Background: an optimization exercise with open tools, aiming at small area. Do not read the settings as production practice.
Only simulation tests tie the RTL to the original design; equivalence was not proved.
No activity file was given, so power comes from the tool's default toggle rates.

==> delta: inputs <==
==> flow/design.v <==
module avc_codec (
    input  wire       clk,
    input  wire       rst,
    input  wire       rx,
    input  wire       start,
    input  wire       wr,       
    input  wire       lng,      
    input  wire       wb,       
    output wire       done,
    output wire       ok,       
    output wire       rbit,     
    output wire [1:0] kind,     
    output reg  [7:0] pw,
    output reg  [1:0] sym,
    output wire       tx,
    output wire       idle
);
    localparam C_IDLE = 3'd0;
    localparam C_WAIT = 3'd1;
    localparam C_MEAS = 3'd3;
    localparam C_SLOT = 3'd2;
    localparam C_DRV  = 3'd4;
    reg [2:0] cph;
    reg [7:0] cnt;      
    wire w_idle = (cph == C_IDLE);
    wire w_wait = (cph == C_WAIT);
    wire w_meas = (cph == C_MEAS);
    wire w_slot = (cph == C_SLOT);
    wire w_drv  = (cph == C_DRV);
    assign tx = w_drv;
    assign idle = w_idle;
    wire [7:0] inc = (cnt == 8'd255) ? 8'd255 : cnt + 8'd1;
    wire c0 = (cnt >= 8'd28)  && (cnt <= 8'd38);
    wire c1 = (cnt >= 8'd15)  && (cnt <= 8'd25);
    wire cs = (cnt >= 8'd165) && (cnt <= 8'd175);
    wire [1:0] cls = c0 ? 2'b00 : c1 ? 2'b01 : cs ? 2'b10 : 2'b11;
    wire is_bit = c0 | c1;
    wire at_end  = lng ? (cnt == 8'd189) : (cnt == 8'd38);
    wire hi_end  = lng ? (cnt == 8'd169) : wb ? (cnt == 8'd19) : (cnt == 8'd32);
    wire fall    = w_meas && !rx;
    assign done = (fall && !lng && (!is_bit || cnt == 8'd38)) || (w_slot && at_end);
    assign ok   = !w_meas || is_bit;
    assign rbit = w_slot && sym[0];
    assign kind = {~cls[0], cls[0]};
    always @(posedge clk) begin
        if (start || (w_wait && !rx) || (fall && lng && !cs))
            cnt <= 8'd0;
        else
            cnt <= inc;
        if (rst) begin
            cph <= C_IDLE;
            pw  <= 8'd0;
            sym <= 2'b11;
        end else begin
            if ((w_wait || w_meas) && rx)
                pw <= inc;
            if (fall)
                sym <= cls;
            if (start)
                cph <= wr ? C_DRV : C_WAIT;
            else if (w_wait && rx)
                cph <= C_MEAS;
            else if (fall)
                cph <= lng ? (cs ? C_SLOT : C_WAIT) : (done ? C_IDLE : C_SLOT);
            else if (w_drv && hi_end)
                cph <= C_SLOT;
            else if (w_slot && at_end)
                cph <= C_IDLE;
        end
    end
endmodule
module avc (
    input  wire        clk,
    input  wire        rst,
    input  wire        rx,
    output wire        tx,
    output wire        en,
    input  wire [9:0]  haddr,
    input  wire [15:0] hwdata,
    input  wire        hwe,
    output reg  [15:0] hrdata
);
    reg        en_r;
    reg [11:0] local_addr;
    reg [15:0] arg;
    reg [15:0] res;
    reg        busy, done_r, ok_r, rxm_valid;
    reg [3:0]  err;
    reg [1:0]  cause;
    reg        rxm_bcast;
    reg [11:0] rxm_master, rxm_slave;
    reg [3:0]  rxm_control;
    reg [5:0]  rxm_len;
    reg [255:0] rxd;
    reg        txm_bcast;
    reg [11:0] txm_master, txm_slave;
    reg [3:0]  txm_control;
    reg [8:0]  txm_len;
    reg [255:0] txd;
    reg [3:0]  op;
    reg [2:0]  fid;
    reg        ack;       
    reg        par;
    reg [4:0]  ix;        
    wire       fph = ix[4];    
    wire       aph = ix[4];    
    wire       b_r = ix[0];
    reg [4:0]  bidx;      
    reg [4:0]  t;         
    reg [15:0] acc;
    assign en = en_r;
    wire [4:0]  t1   = t + 5'd1;
    wire [31:0] psel = 32'd1 << (haddr[4:0] - t);    
    wire msg = op[3] & op[2] & ~op[1];                  
    wire dw  = op[3] ? op[0] : op[1];                   
    wire u_start = (fid == 3'd0) & ~ack;
    wire u_bit   = (fid == 3'd1) & ~ack;
    wire u_field = (fid[2] | fid[1]) & ~ack;
    wire [3:0] src_ctl = txm_control;
    reg        src;
    always @* begin
        case (fid)
            3'd2:    src = txm_master[ix[3:0]];
            3'd3:    src = txm_slave[ix[3:0]];
            3'd4:    src = src_ctl[ix[1:0]];
            3'd5:    src = txm_len[ix[2:0]];
            3'd6:    src = acc[ix[2:0]];
            default: src = arg[ix[3:0]];
        endcase
    end
    wire wbit = ack ? 1'b0 : u_bit ? (msg ? txm_bcast : b_r) : (fph ? par : src);
    reg        s_start, s_wr;
    wire       s_done, s_ok, s_bit, s_idle;
    wire [1:0] s_kind;
    wire [7:0] pw;
    wire [1:0] sym;
    avc_codec u_codec (
        .clk(clk), .rst(rst), .rx(rx),
        .start(s_start), .wr(s_wr), .lng(u_start), .wb(wbit),
        .done(s_done), .ok(s_ok), .rbit(s_bit), .kind(s_kind),
        .pw(pw), .sym(sym), .tx(tx), .idle(s_idle)
    );
    wire       host_we = hwe && !busy;
    wire       cmd_go  = host_we && (haddr == 10'h000) && (hwdata[3:0] != 4'hF);
    wire [3:0] cmd_op  = hwdata[3:0];
    wire [4:0] cmd_n   = hwdata[8:4];
    wire [4:0] cmd_nm1 = cmd_n - 5'd1;
    wire       txm_ok  = (txm_len[8:6] == 3'd0) &&
                         (txm_len[5] ? (txm_len[4:0] == 5'd0) : (txm_len[4:0] != 5'd0));
    wire       cmd_cod = (cmd_op[3:2] == 2'b01) || (cmd_op[3:1] == 3'b101) || (cmd_op == 4'hC) ||
                         (cmd_op[3:1] == 3'b100 && (!cmd_n[4] || cmd_n[3:0] == 4'd0)) ||
                         (cmd_op == 4'hD && txm_ok);
    wire       cmd_wr  = cmd_op[3] ? cmd_op[0] : cmd_op[1];
    wire answering = msg ? (!rxm_bcast && rxm_slave == local_addr) : b_r;
    wire expct    = msg ? !txm_bcast : b_r;
    wire [7:0] wlen = acc[7:0];
    wire len_bad = !((wlen[7:6] == 2'd0) && (wlen[5] ? (wlen[4:0] == 5'd0) : (wlen[4:0] != 5'd0)));
    wire [4:0] blen = dw ? txm_len[4:0] : rxm_len[4:0];    
    wire last_byte = (bidx == blen);
    reg        u_ok;        
    reg        u_fail;      
    reg [1:0]  u_kind;      
    reg        u_more;      
    reg        u_reply;     
    reg        v_shift;     
    reg        v_send;      
    always @* begin
        u_ok = 1'b0; u_fail = 1'b0; u_kind = s_kind; u_more = 1'b0;
        u_reply = 1'b0; v_shift = 1'b0; v_send = 1'b0;
        if (s_done) begin
            if (ack) begin
                if (aph) u_ok = 1'b1;
                else if (!s_ok) u_fail = 1'b1;
                else if (s_bit && (dw ? expct : answering)) begin
                    if (dw) begin u_fail = 1'b1; u_kind = 2'd0; end
                    else u_reply = 1'b1;
                end else u_ok = 1'b1;
            end else if (u_field) begin
                if (!dw && !s_ok) u_fail = 1'b1;
                else if (!fph) begin
                    u_more = 1'b1;
                    v_shift = !dw;
                    v_send = dw;
                end else if (!dw && (par ^ s_bit)) begin
                    u_fail = 1'b1; u_kind = 2'd3;
                end else u_ok = 1'b1;
            end else begin
                if (!dw && !s_ok) u_fail = 1'b1;
                else u_ok = 1'b1;
            end
        end
    end
    wire       lenfail = msg && !dw && u_ok && u_field && fid == 3'd5 && len_bad;
    wire       rx_ins  = busy && msg && !dw && ack && fid == 3'd6 && t1 == bidx;
    wire       m_fin   = msg && u_ok && ack && fid == 3'd6 && last_byte;
    wire       m_next  = msg && u_ok && !lenfail && !m_fin;
    wire       m_toack = u_field && fid != 3'd2;           
    wire [2:0] m_fid   = (m_toack || fid == 3'd6) ? fid : fid + 3'd1;
    wire [4:0] m_ix    = (m_fid[2:1] == 2'b01) ? 5'd11 : (m_fid == 3'd4) ? 5'd3 : 5'd7;
    wire fin_imm = busy && s_idle;
    wire fin  = fin_imm || ((u_ok || u_fail) && !m_next);
    wire fail = fin_imm ? ((op[3:1] == 3'b100) || op == 4'hD) : (u_fail || lenfail);
    always @* begin
        s_start = 1'b0;
        s_wr    = 1'b0;
        if (cmd_go) begin
            s_start = cmd_cod;
            s_wr    = cmd_wr & (cmd_op != 4'hB);
        end else if (m_next) begin
            s_start = 1'b1;
            s_wr    = dw & ~m_toack;
        end else if (u_more || u_reply) begin
            s_start = 1'b1;
            s_wr    = dw | u_reply;
        end
    end
    always @(posedge clk) begin
        t   <= t1;
        rxd <= {rx_ins ? acc[7:0] : rxd[7:0], rxd[255:8]};
        if (msg && dw && t == bidx)
            acc[7:0] <= txd[7:0];
        if (v_shift) begin
            acc <= {acc[14:0], s_bit};
            case (fid)
                3'd2: if (msg) rxm_master  <= {rxm_master[10:0], s_bit};
                3'd3: if (msg) rxm_slave   <= {rxm_slave[10:0], s_bit};
                3'd4: if (msg) rxm_control <= {rxm_control[2:0], s_bit};
                default: ;
            endcase
        end
        if (msg && !dw && u_bit && u_ok)
            rxm_bcast <= s_bit;
        if (msg && !dw && u_field && fid == 3'd5 && u_ok)
            rxm_len <= acc[5:0];
        if (cmd_go) begin
            op   <= cmd_op;
            bidx <= 5'd0;
            ack  <= (cmd_op[3:1] == 3'b101);
            par  <= 1'b0;
            ix   <= (cmd_op[3:1] == 3'b100) ? cmd_nm1 : {4'd0, hwdata[9]};
            acc  <= 16'd0;
            fid  <= (cmd_op[3:2] == 2'b01) ? {2'b00, cmd_op[0] ^ cmd_op[1]} :
                    (cmd_op[3:1] == 3'b100) ? 3'd7 : 3'd0;
        end else begin
            if (u_more) begin
                par <= par ^ (v_shift ? s_bit : wbit);
                ix  <= ix - 5'd1;
            end
            if (u_reply) ix[4] <= 1'b1;
            if (m_next) begin
                fid <= m_fid;
                ack <= m_toack;
                par <= 1'b0;
                ix  <= m_ix;
                if (!ack && fid == 3'd6) bidx <= bidx + 5'd1;
            end
        end
        if (rst) begin
            en_r        <= 1'b0;
            local_addr  <= 12'd0;
            res         <= 16'd0;
            busy        <= 1'b0;
            done_r      <= 1'b0;
            ok_r        <= 1'b0;
            rxm_valid   <= 1'b0;
            err         <= 4'd0;
            cause       <= 2'd0;
        end else begin
            if (cmd_go) begin
                busy   <= 1'b1;
                done_r <= 1'b0;
                if (cmd_op == 4'hC) rxm_valid <= 1'b0;
            end
            if (fin) begin
                busy   <= 1'b0;
                done_r <= 1'b1;
                ok_r   <= !fail;
                if (fin_imm) begin
                    err   <= fail ? (op[3:1] == 3'b100 ? 4'd4 : 4'd10) : 4'd0;
                    cause <= 2'd0;
                    res   <= {15'd0, op == 4'h3 && en_r};
                    case (op)
                        4'h1: en_r <= 1'b1;
                        4'h2: en_r <= 1'b0;
                        4'hE: local_addr <= arg[11:0];
                        default: ;
                    endcase
                end else begin
                    err   <= !fail ? 4'd0 : ack ? 4'd12 : msg ? {1'b0, fid} + 4'd5 : {2'b00, u_kind};
                    cause <= (fail && (msg || ack)) ? (lenfail ? 2'd0 : u_kind) : 2'd0;
                    res   <= fail ? 16'd0 : (op == 4'h5) ? {15'd0, s_bit} : (op == 4'h8) ? acc : 16'd0;
                    if (msg && !dw && !fail) rxm_valid <= 1'b1;
                end
            end
        end
    end
    wire [15:0] wd = rst ? 16'd0 : hwdata;
    wire        wr_any = rst || host_we;
    always @(posedge clk) begin
        if (wr_any && (rst || haddr == 10'h001)) arg         <= wd;
        if (wr_any && (rst || haddr == 10'h020)) txm_bcast   <= wd[0];
        if (wr_any && (rst || haddr == 10'h021)) txm_master  <= wd[11:0];
        if (wr_any && (rst || haddr == 10'h022)) txm_slave   <= wd[11:0];
        if (wr_any && (rst || haddr == 10'h023)) txm_control <= wd[3:0];
        if (wr_any && (rst || haddr == 10'h024)) txm_len     <= wd[8:0];
    end
    genvar gi;
    generate
        for (gi = 0; gi < 32; gi = gi + 1) begin : g_txd
            always @(posedge clk)
                if (wr_any && (rst || (haddr[9:5] == 5'b10000 && psel[(gi + 1) % 32])))
                    txd[gi*8 +: 8] <= wd[7:0];
                else
                    txd[gi*8 +: 8] <= txd[((gi + 1) % 32)*8 +: 8];
        end
    endgenerate
    wire [15:0] status = {2'b00, cause, err, 3'b000, rxm_valid, en_r, ok_r, done_r, busy};
    wire        rin    = rxm_valid && ({1'b0, haddr[4:0]} < rxm_len);
    always @* begin
        hrdata = 16'd0;
        case (haddr)
            10'h001: hrdata = arg;
            10'h002: hrdata = status;
            10'h003: hrdata = res;
            10'h004: hrdata = {6'd0, sym, pw};
            10'h005: hrdata = {4'd0, local_addr};
            10'h010: hrdata = rxm_valid ? {15'd0, rxm_bcast}   : 16'd0;
            10'h011: hrdata = rxm_valid ? {4'd0, rxm_master}   : 16'd0;
            10'h012: hrdata = rxm_valid ? {4'd0, rxm_slave}    : 16'd0;
            10'h013: hrdata = rxm_valid ? {12'd0, rxm_control} : 16'd0;
            10'h014: hrdata = rxm_valid ? {10'd0, rxm_len}     : 16'd0;
            10'h020: hrdata = {15'd0, txm_bcast};
            10'h021: hrdata = {4'd0, txm_master};
            10'h022: hrdata = {4'd0, txm_slave};
            10'h023: hrdata = {12'd0, txm_control};
            10'h024: hrdata = {7'd0, txm_len};
            default: ;
        endcase
        if (haddr[9:5] == 5'b01000)
            hrdata = rin ? {8'd0, rxr} : 16'd0;
        else if (haddr[9:5] == 5'b10000)
            hrdata = {8'd0, txr};
    end
    reg  [7:0]  txr, rxr;
    integer k;
    always @* begin
        txr = 8'd0;
        rxr = 8'd0;
        for (k = 0; k < 32; k = k + 1) begin
            txr = txr | (txd[k*8 +: 8] & {8{psel[k]}});
            rxr = rxr | (rxd[k*8 +: 8] & {8{psel[k]}});
        end
    end
endmodule
==> flow/flow/run.sh <==
#!/bin/bash
# Standard layout, with two changes: port buffers use buf_2 instead of the
# default pick, and clock tree synthesis uses small clock buffers in small
# clusters without dummy loads.
set -euo pipefail
export BUFFER_PORTS_ARGS="-buffer_cell sky130_fd_sc_hd__buf_2"
export CTS_ARGS="-sink_clustering_enable -repair_clock_nets -buf_list sky130_fd_sc_hd__clkbuf_4 -sink_clustering_size 9 -sink_clustering_max_diameter 45 -dont_use_dummy_load"
bash standard.sh > standard.log 2>&1
==> flow/standard.sh <==
#!/bin/bash
# synth_recipe.tcl (not shown) runs the flow's synth.tcl, then flattens the netlist and writes it again
# the make line also repeats each setting of config.mk as NAME=value (left out here)
make -C /OpenROAD-flow-scripts/flow DESIGN_CONFIG=/design/flow/config.mk WORK_HOME=/design/flow/orfs CLKGATE_MAP_FILE= SYNTH_SCRIPT=/design/flow/synth_recipe.tcl "${@:-finish}"
==> flow/config.mk <==
export PLATFORM = sky130hd
export DESIGN_NAME = avc
export DESIGN_NICKNAME = avc
export VERILOG_FILES = /design/flow/design.v
export SDC_FILE = /design/flow/constraint.sdc
export NUM_CORES = 4
export LEC_CHECK = 0
export ABC_AREA = 1
export CAP_MARGIN = 20
export CORE_MARGIN = 2
export CORE_UTILIZATION = 65
export CTS_BUF_LIST = sky130_fd_sc_hd__clkbuf_8
export CTS_CLUSTER_DIAMETER = 60
export CTS_CLUSTER_SIZE = 15
export PLACE_DENSITY = 0.75
export SLEW_MARGIN = 20
==> flow/constraint.sdc <==
create_clock -name core_clock -period 10.0 [get_ports {clk}]
set_input_delay 2.0000 -clock core_clock [delete_from_list [all_inputs] [get_ports {clk}]]
set_output_delay 2.0000 -clock core_clock [all_outputs]
set_load 0.01 [all_outputs]
==> fjord: changes against delta <==
--- a/flow/design.v
+++ b/flow/design.v
@@ -99,12 +99,13 @@
     reg [255:0] txd;
     reg [3:0]  op;
+    reg        b_r;
     reg [2:0]  fid;
     reg        ack;       
+    reg        aph;       
+    reg        fph;       
     reg        par;
-    reg [4:0]  ix;        
-    wire       fph = ix[4];    
-    wire       aph = ix[4];    
-    wire       b_r = ix[0];
-    reg [4:0]  bidx;      
+    reg [3:0]  ix;        
+    reg [5:0]  bidx;      
+    reg [7:0]  txb;       
     reg [4:0]  t;         
     reg [15:0] acc;
@@ -121,10 +122,10 @@
     always @* begin
         case (fid)
-            3'd2:    src = txm_master[ix[3:0]];
-            3'd3:    src = txm_slave[ix[3:0]];
+            3'd2:    src = txm_master[ix];
+            3'd3:    src = txm_slave[ix];
             3'd4:    src = src_ctl[ix[1:0]];
             3'd5:    src = txm_len[ix[2:0]];
-            3'd6:    src = acc[ix[2:0]];
-            default: src = arg[ix[3:0]];
+            3'd6:    src = txb[ix[2:0]];
+            default: src = arg[ix];
         endcase
     end
@@ -156,5 +157,5 @@
     wire [7:0] wlen = acc[7:0];
     wire len_bad = !((wlen[7:6] == 2'd0) && (wlen[5] ? (wlen[4:0] == 5'd0) : (wlen[4:0] != 5'd0)));
-    wire [4:0] blen = dw ? txm_len[4:0] : rxm_len[4:0];    
+    wire [5:0] blen = dw ? txm_len[5:0] : rxm_len;
     wire last_byte = (bidx == blen);
     reg        u_ok;        
@@ -192,10 +193,10 @@
     end
     wire       lenfail = msg && !dw && u_ok && u_field && fid == 3'd5 && len_bad;
-    wire       rx_ins  = busy && msg && !dw && ack && fid == 3'd6 && t1 == bidx;
+    wire       rx_ins  = busy && msg && !dw && ack && fid == 3'd6 && t1 == bidx[4:0];
     wire       m_fin   = msg && u_ok && ack && fid == 3'd6 && last_byte;
     wire       m_next  = msg && u_ok && !lenfail && !m_fin;
     wire       m_toack = u_field && fid != 3'd2;           
     wire [2:0] m_fid   = (m_toack || fid == 3'd6) ? fid : fid + 3'd1;
-    wire [4:0] m_ix    = (m_fid[2:1] == 2'b01) ? 5'd11 : (m_fid == 3'd4) ? 5'd3 : 5'd7;
+    wire [3:0] m_ix    = (m_fid[2:1] == 2'b01) ? 4'd11 : (m_fid == 3'd4) ? 4'd3 : 4'd7;
     wire fin_imm = busy && s_idle;
     wire fin  = fin_imm || ((u_ok || u_fail) && !m_next);
@@ -218,6 +219,6 @@
         t   <= t1;
         rxd <= {rx_ins ? acc[7:0] : rxd[7:0], rxd[255:8]};
-        if (msg && dw && t == bidx)
-            acc[7:0] <= txd[7:0];
+        if (t == bidx[4:0])
+            txb <= txd[7:0];
         if (v_shift) begin
             acc <= {acc[14:0], s_bit};
@@ -235,8 +236,11 @@
         if (cmd_go) begin
             op   <= cmd_op;
-            bidx <= 5'd0;
+            b_r  <= hwdata[9];
+            bidx <= 6'd0;
             ack  <= (cmd_op[3:1] == 3'b101);
+            aph  <= 1'b0;
+            fph  <= (cmd_n == 5'd0);
             par  <= 1'b0;
-            ix   <= (cmd_op[3:1] == 3'b100) ? cmd_nm1 : {4'd0, hwdata[9]};
+            ix   <= cmd_nm1[3:0];
             acc  <= 16'd0;
             fid  <= (cmd_op[3:2] == 2'b01) ? {2'b00, cmd_op[0] ^ cmd_op[1]} :
@@ -245,13 +249,16 @@
             if (u_more) begin
                 par <= par ^ (v_shift ? s_bit : wbit);
-                ix  <= ix - 5'd1;
+                ix  <= ix - 4'd1;
+                if (ix == 4'd0) fph <= 1'b1;
             end
-            if (u_reply) ix[4] <= 1'b1;
+            if (u_reply) aph <= 1'b1;
             if (m_next) begin
                 fid <= m_fid;
                 ack <= m_toack;
+                aph <= 1'b0;
+                fph <= 1'b0;
                 par <= 1'b0;
                 ix  <= m_ix;
-                if (!ack && fid == 3'd6) bidx <= bidx + 5'd1;
+                if (!ack && fid == 3'd6) bidx <= bidx + 6'd1;
             end
         end
==> flow/run.sh (new file) <==
#!/bin/bash
# synth_recipe.tcl (not shown) runs the flow's synth.tcl, then flattens the netlist and writes it again
# the make line also repeats each setting of config.mk as NAME=value (left out here)
make -C /OpenROAD-flow-scripts/flow DESIGN_CONFIG=/design/flow/config.mk WORK_HOME=/design/flow/orfs CLKGATE_MAP_FILE= SYNTH_SCRIPT=/design/flow/synth_recipe.tcl finish
Settings changed: ABC_AREA 1 to unset.
removed: flow/flow/run.sh
removed: flow/standard.sh
==> qor summary <==
Run status: delta timing/DRC/antenna clean; fjord timing/DRC/antenna clean
Seq/Total Area, Yosys: delta 55.55%; fjord 54.89%
Summed area of non-filler cells in the final layout: delta 28400 µm²; fjord 30290 µm²
Origin of the critical flop-to-flop path: delta fid[2]$_DFFE_PP_; fjord fid[2]$_DFFE_PN_
Met1 Usage GRT: delta 53.00%; fjord 59.92%
Die Y: delta 208.2 µm; fjord 211.5 µm
Initial Utilization: delta 66.07%; fjord 65.41%
Power drawn by the combinational cells: delta 0.412 mW; fjord 0.301 mW
Total power draw: delta 4.850 mW; fjord 4.890 mW
Combined buffer and inverter count along the critical path: delta 4; fjord 5
Mapped Avg Cell Area: delta 8.691 µm²; fjord 10.15 µm²
Number of nets in the layout: delta 3205; fjord 2814
Half-perimeter wire length after detailed placement: delta 71.45 mm; fjord 75.02 mm
Power density over the cells: delta 170.8 nW/µm²; fjord 161.5 nW/µm²
End point of the worst hold path: delta rxd[140]$_DFF_P_; fjord rxd[1]$_DFF_P_
Via count of the first global-routing pass: delta 23930; fjord 22910
Leakage power: delta 11.24 nW; fjord 10.63 nW
Number of flip-flops and latches: delta 701; fjord 712
Compound-gate portion of the synthesized area: delta 17.81%; fjord 16.71%
Final worst path period need: delta 8.504 ns; fjord 9.372 ns
Maximum fanout count along the critical path: delta 17; fjord 13
CTS Sinks: delta 701; fjord 712
Post-synth design cell area: delta 27100 µm²; fjord 27990 µm²
Net switching share of the total power: delta 27.55%; fjord 25.68%
Post-place instance area: delta 27630 µm²; fjord 29220 µm²

[port drivers added, routing unchanged]
In the flow no input, the clock included, has a driving cell. The finished layouts below were timed again as built, in two steps. Step 1 (the two cells are an assumption about what drives the block):
set clk [get_ports {clk}]
set_driving_cell -lib_cell sky130_fd_sc_hd__clkbuf_16 $clk
set_driving_cell -lib_cell sky130_fd_sc_hd__buf_2 [delete_from_list [all_inputs] $clk]
Step 2 also shifts input and output timing later by t, the mid clock arrival at the registers, as if the neighbouring blocks saw the same clock. Slacks: ideal / step 1 / step 2; pairs: ideal / step 1.
run	t (ns)	setup WS [ns]	pins driven straight from the clock port
delta	0.892	1.496 / 1.444 / 1.444	1
fjord	0.778	0.628 / 0.593 / 0.593	1
After both steps every run listed still meets setup and hold. For delta, which loses most, drivers alone change the setup slack by -0.052 ns; drivers and shift together by -0.052 ns.
